This is an optimization exercise on Yosys and OpenROAD, whose aim is small area, a short achievable clock period and few clock cycles, not a production implementation. Where RTL was checked, it was by simulation tests only, not by an equivalence proof against the original.

==> flow/design.v (excerpt) <==
module fzac_coder (
    input  wire        clk,
    input  wire        rst,
    input  wire        cmd_valid,
    output wire        cmd_ready,
    input  wire [7:0]  cmd_op,
    input  wire [31:0] cmd_a0,
    input  wire [31:0] cmd_a1,
    input  wire [31:0] cmd_a2,
    output reg         rsp_valid,
    output reg  [2:0]  rsp_err,
    output reg  [31:0] rsp_res,
    output wire        out_valid,
    input  wire        out_ready,
    output wire [7:0]  out_data,
    input  wire        in_valid,
    output wire        in_ready,
    input  wire [7:0]  in_data,
    input  wire        in_end
);
    localparam [7:0] OP_NOP          = 8'h00;
    localparam [7:0] OP_SOFT_RESET   = 8'h01;
    localparam [7:0] OP_ENC_START    = 8'h10;
    localparam [7:0] OP_ENC_INTERVAL = 8'h11;
    localparam [7:0] OP_ENC_CLOSE    = 8'h12;
    localparam [7:0] OP_DEC_START    = 8'h20;
    localparam [7:0] OP_DEC_COUNT    = 8'h21;
    localparam [7:0] OP_DEC_REMOVE   = 8'h22;
    localparam [2:0] E_OK       = 3'd0;
    localparam [2:0] E_ILLEGAL  = 3'd1;
    localparam [2:0] E_PROTOCOL = 3'd2;
    localparam [2:0] E_INTERVAL = 3'd3;
    localparam [2:0] E_DESYNC   = 3'd4;
  ...
Size: roughly 5200 cells after synthesis, ~170 I/O pins, roughly 40000 um2 of cells after synthesis.
export LEC_CHECK = 0
export CAP_MARGIN = 20
export CORE_MARGIN = 2
export CORE_UTILIZATION = 40
export SLEW_MARGIN = 20
create_clock -name core_clock -period 13.0 [get_ports {clk}]
run.sh (not shown) runs the stock make flow with config.mk's settings and CLKGATE_MAP_FILE= SYNTH_SCRIPT=/design/flow/synth_recipe.tcl, a recipe that flattens the netlist after the stock synthesis.
Rerun with:
--- a/flow/design.v
+++ b/flow/design.v
@@ -104,27 +104,43 @@
     wire        z1  = !t4[27];
     wire [27:0] tn  = z1 ? {t4[26:0], 1'b0} : t4;
     wire [4:0]  tsteps = 5'd28 - {z16, z8, z4, z2, z1};
     wire        rz2 = (range[27:26] == 2'd0);
     wire        rz1 = !range[27] && range[26];
     wire [27:0] rn  = rz2 ? {range[25:0], 2'd0} : rz1 ? {range[26:0], 1'b0} : range;
     wire [4:0]  rsteps = rz2 ? 5'd26 : rz1 ? 5'd27 : 5'd28;
     wire        mbit = qh[27];
-    wire [28:0] sh   = {1'b0, acch, 1'b0} + (mbit ? {1'b0, a1r} : 29'd0);
-    wire [29:0] xh1  = {1'b0, sh} - {2'b00, a2r};
-    wire [29:0] xh2  = {1'b0, sh} - {1'b0, a2r, 1'b0};
+    wire [29:0] ah  = {2'b00, acch, 1'b0};
+    wire [29:0] bh  = mbit ? {2'b00, a1r} : 30'd0;
+    wire [29:0] nd1 = ~{2'b00, a2r};
+    wire [29:0] nd2 = ~{1'b0, a2r, 1'b0};
+    wire [29:0] sh  = ah + bh;
+    wire [29:0] uh1 = ah ^ bh ^ nd1;
+    wire [29:0] vh1 = (ah & bh) | (ah & nd1) | (bh & nd1);
+    wire [29:0] uh2 = ah ^ bh ^ nd2;
+    wire [29:0] vh2 = (ah & bh) | (ah & nd2) | (bh & nd2);
+    wire [29:0] xh1 = uh1 + {vh1[28:0], 1'b1};
+    wire [29:0] xh2 = uh2 + {vh2[28:0], 1'b1};
     wire        dh2  = !xh2[29];
     wire        dh1  = !xh1[29];
     wire [26:0] acch_nx = dh2 ? xh2[26:0] : dh1 ? xh1[26:0] : sh[26:0];
     wire [27:0] qh_nx   = {dh2 ? qph[26:0] : qh[26:0], dh1 && !dh2};
     wire [27:0] qph_nx  = {(dh1 || dh2) ? qph[26:0] : qh[26:0], !(dh1 && !dh2)};
-    wire [26:0] sl   = {1'b0, accl, 1'b0} + (mbit ? {2'b00, a0r[24:0]} : 27'd0);
-    wire [27:0] xl1  = {1'b0, sl} - {2'b00, a2r[25:0]};
-    wire [27:0] xl2  = {1'b0, sl} - {1'b0, a2r[25:0], 1'b0};
+    wire [27:0] al  = {2'b00, accl, 1'b0};
+    wire [27:0] bl  = mbit ? {3'b000, a0r[24:0]} : 28'd0;
+    wire [27:0] ne1 = ~{2'b00, a2r[25:0]};
+    wire [27:0] ne2 = ~{1'b0, a2r[25:0], 1'b0};
+    wire [27:0] sl  = al + bl;
+    wire [27:0] ul1 = al ^ bl ^ ne1;
+    wire [27:0] vl1 = (al & bl) | (al & ne1) | (bl & ne1);
+    wire [27:0] ul2 = al ^ bl ^ ne2;
+    wire [27:0] vl2 = (al & bl) | (al & ne2) | (bl & ne2);
+    wire [27:0] xl1 = ul1 + {vl1[26:0], 1'b1};
+    wire [27:0] xl2 = ul2 + {vl2[26:0], 1'b1};
     wire        dl2  = !xl2[27];
     wire        dl1  = !xl1[27];
     wire [24:0] accl_nx = dl2 ? xl2[24:0] : dl1 ? xl1[24:0] : sl[24:0];
     wire [26:0] ql_nx   = {dl2 ? qpl[25:0] : ql[25:0], dl1 && !dl2};
     wire [26:0] qpl_nx  = {(dl1 || dl2) ? qpl[25:0] : ql[25:0], !(dl1 && !dl2)};
     wire [26:0] nl_w = low + ql;
     wire [27:0] nh_full = {1'b0, low} + qh - 28'd1;
     wire [26:0] nh_w = nh_full[26:0];
Outcome:
- The new run completed without violations
- register-to-register slack improves by 980 ps
- utilization is about the same
- worst setup slack improves by 980 ps
- clock skew went up by 5.9 ps
- cell count went up by 8.5%
- synthesized area went up by 8.8%
- worst hold slack improves by 6.7 ps
- global-route usage went up by 1.6 points
- routed wire length went up by 13%
- synthesized cell count went up by 7.8%
- via count went up by 7.4%
Testbench counts after the change, summed over its fixed seeds: cycles 365,057.
Only the layout flow was run in the first run of this note; the RTL was not checked for function there.

---

Another version of the RTL of fzac_coder (not shown whole).
Size: roughly 6900 cells after synthesis, roughly 450 flip-flops, roughly 0.046 mm2 of cells after synthesis.
export LEC_CHECK = 0
export ABC_AREA = 1
export CAP_MARGIN = 20
export CORE_MARGIN = 2
export CORE_UTILIZATION = 40
export SLEW_MARGIN = 20
create_clock -name core_clock -period 13.0 [get_ports {clk}]
standard.sh (not shown) runs the stock make flow with config.mk's settings and CLKGATE_MAP_FILE= SYNTH_SCRIPT=/design/flow/synth_recipe.tcl, a recipe that flattens the netlist after the stock synthesis.
==> flow/flow/run.sh <==
#!/bin/bash
# The standard layout, with two changes to how it is made (the SDC keeps
# the design's period and I/O constraints):
#  - ORFS timing repair aims below the clock constraint, so the achieved
#    period drops;
#  - ports are buffered with a plain buffer instead of the default delay cell.
set -uo pipefail
bash standard.sh SETUP_SLACK_MARGIN=8.5 TNS_END_PERCENT=100 \
    "BUFFER_PORTS_ARGS=-buffer_cell sky130_fd_sc_hd__buf_2" finish > make_finish.log 2>&1
Testbench counts at the start, summed over its fixed seeds: cycles 356,430.
Next try:
--- a/flow/design.v
+++ b/flow/design.v
@@ -52,13 +52,12 @@
     reg [3:0]  state;
     reg [1:0]  mode;
     reg        closed;
     reg        eos;
     reg        closing;
     reg [1:0]  cop;
-    reg        fchk;          
     reg        pend;
     reg        cmd_ready_r;
     reg [7:0]  op_r;
     reg [25:0] a0r;           
     reg [27:0] a1r;           
     reg [27:0] a2r;           
@@ -225,28 +224,12 @@
             a2r <= {2'b00, cmd_a2[25:0]};
             if (cmd_valid) begin
                 pend        <= 1'b1;
                 cmd_ready_r <= 1'b0;
             end
         end
-        fchk <= 1'b0;
-        if (state == S_IDLE && !pend) begin
-            cop  <= C_DREM;
-            qh   <= rn;
-            qph  <= rn;
-            ql   <= 27'd0;
-            qpl  <= 27'd0;
-            acch <= 27'd0;
-            accl <= 25'd0;
-            cnt  <= rsteps;
-            if (cmd_ready_r && cmd_valid && cmd_op == OP_DEC_REMOVE &&
-                mode == M_DEC && !eos) begin
-                fchk  <= 1'b1;
-                state <= S_ITER;
-            end
-        end
         if (do_dec) begin
             state <= S_IDLE;
             case (op_r)
                 OP_NOP: begin
                     respond(E_OK);
                     release_cmd;
@@ -367,19 +350,14 @@
                     qh   <= qh_nx;
                     qph  <= qph_nx;
                     accl <= accl_nx;
                     ql   <= ql_nx;
                     qpl  <= qpl_nx;
                     cnt  <= cnt - 5'd1;
-                    if (fchk && !l_ok) begin
-                        respond(E_INTERVAL);
-                        release_cmd;
-                        state <= S_IDLE;
-                    end else if (cnt == 5'd1) begin
+                    if (cnt == 5'd1)
                         state <= S_FIN;
-                    end
                 end
                 S_FIN: begin
                     release_cmd;
                     case (cop)
                         C_EINT: begin
                             low   <= nl_w;
@@ -521,13 +499,12 @@
             state   <= S_IDLE;
             mode    <= M_IDLE;
             closed  <= 1'b0;
             eos     <= 1'b0;
             closing <= 1'b0;
             pend    <= 1'b0;
-            fchk    <= 1'b0;
             cmd_ready_r <= 1'b1;
             low     <= 27'd0;
             high    <= TOP_VALUE;
             value   <= 27'd0;
             btf     <= 16'd0;
             ocnt    <= 3'd0;
Outcome: The changed run finished clean; routed wire length goes down by roughly a tenth; synthesized area went down by a few percent; non-clock buffer count goes down by 62; via count shrinks by roughly a tenth; core utilization is about the same; worst setup slack improves by 0.24 ns; register-to-register slack gains 0.24 ns; count of clock-buffer cells in the layout went up by 2; sequential share of layout area grows by 4.3 points; final cell count falls by a little under a tenth.
Testbench counts after the change, summed over its fixed seeds: cycles 360,830.

==> re-timing with driven ports <==
How much do the figures lean on ideal ports? The routed layouts below were timed once more, with nothing changed but the port constraints. Step 1 assumes that a clkbuf_16 drives the clock port and a buf_2 every other input. Step 2 times the ports against the registers' clock, not the clock port: input delays grow and output delays shrink by t, the midpoint of the rising clock arrivals with the driver on. a / b / c = ideal ports / drivers / drivers and shift; a / b = the first two.
run | shift t [ns] | setup WS [ns] | worst setup path at the end | worst register clock-pin slew, ns | worst data-port slew with drivers (ns)
the first run of note 1 | 0.736 | 5.897 / 5.897 / 5.897 | register to register | 0.07 / 0.07 | 0.07
the second run of note 1 | 0.772 | 6.876 / 6.876 / 6.876 | register to register | 0.07 / 0.07 | 0.06
the first run of note 2 | 0.783 | 8.054 / 8.054 / 8.054 | register to register | 0.07 / 0.07 | 0.05
the second run of note 2 | 0.769 | 8.293 / 8.293 / 8.293 | register to register | 0.07 / 0.07 | 0.08
After both steps setup and hold are still met in every run listed.
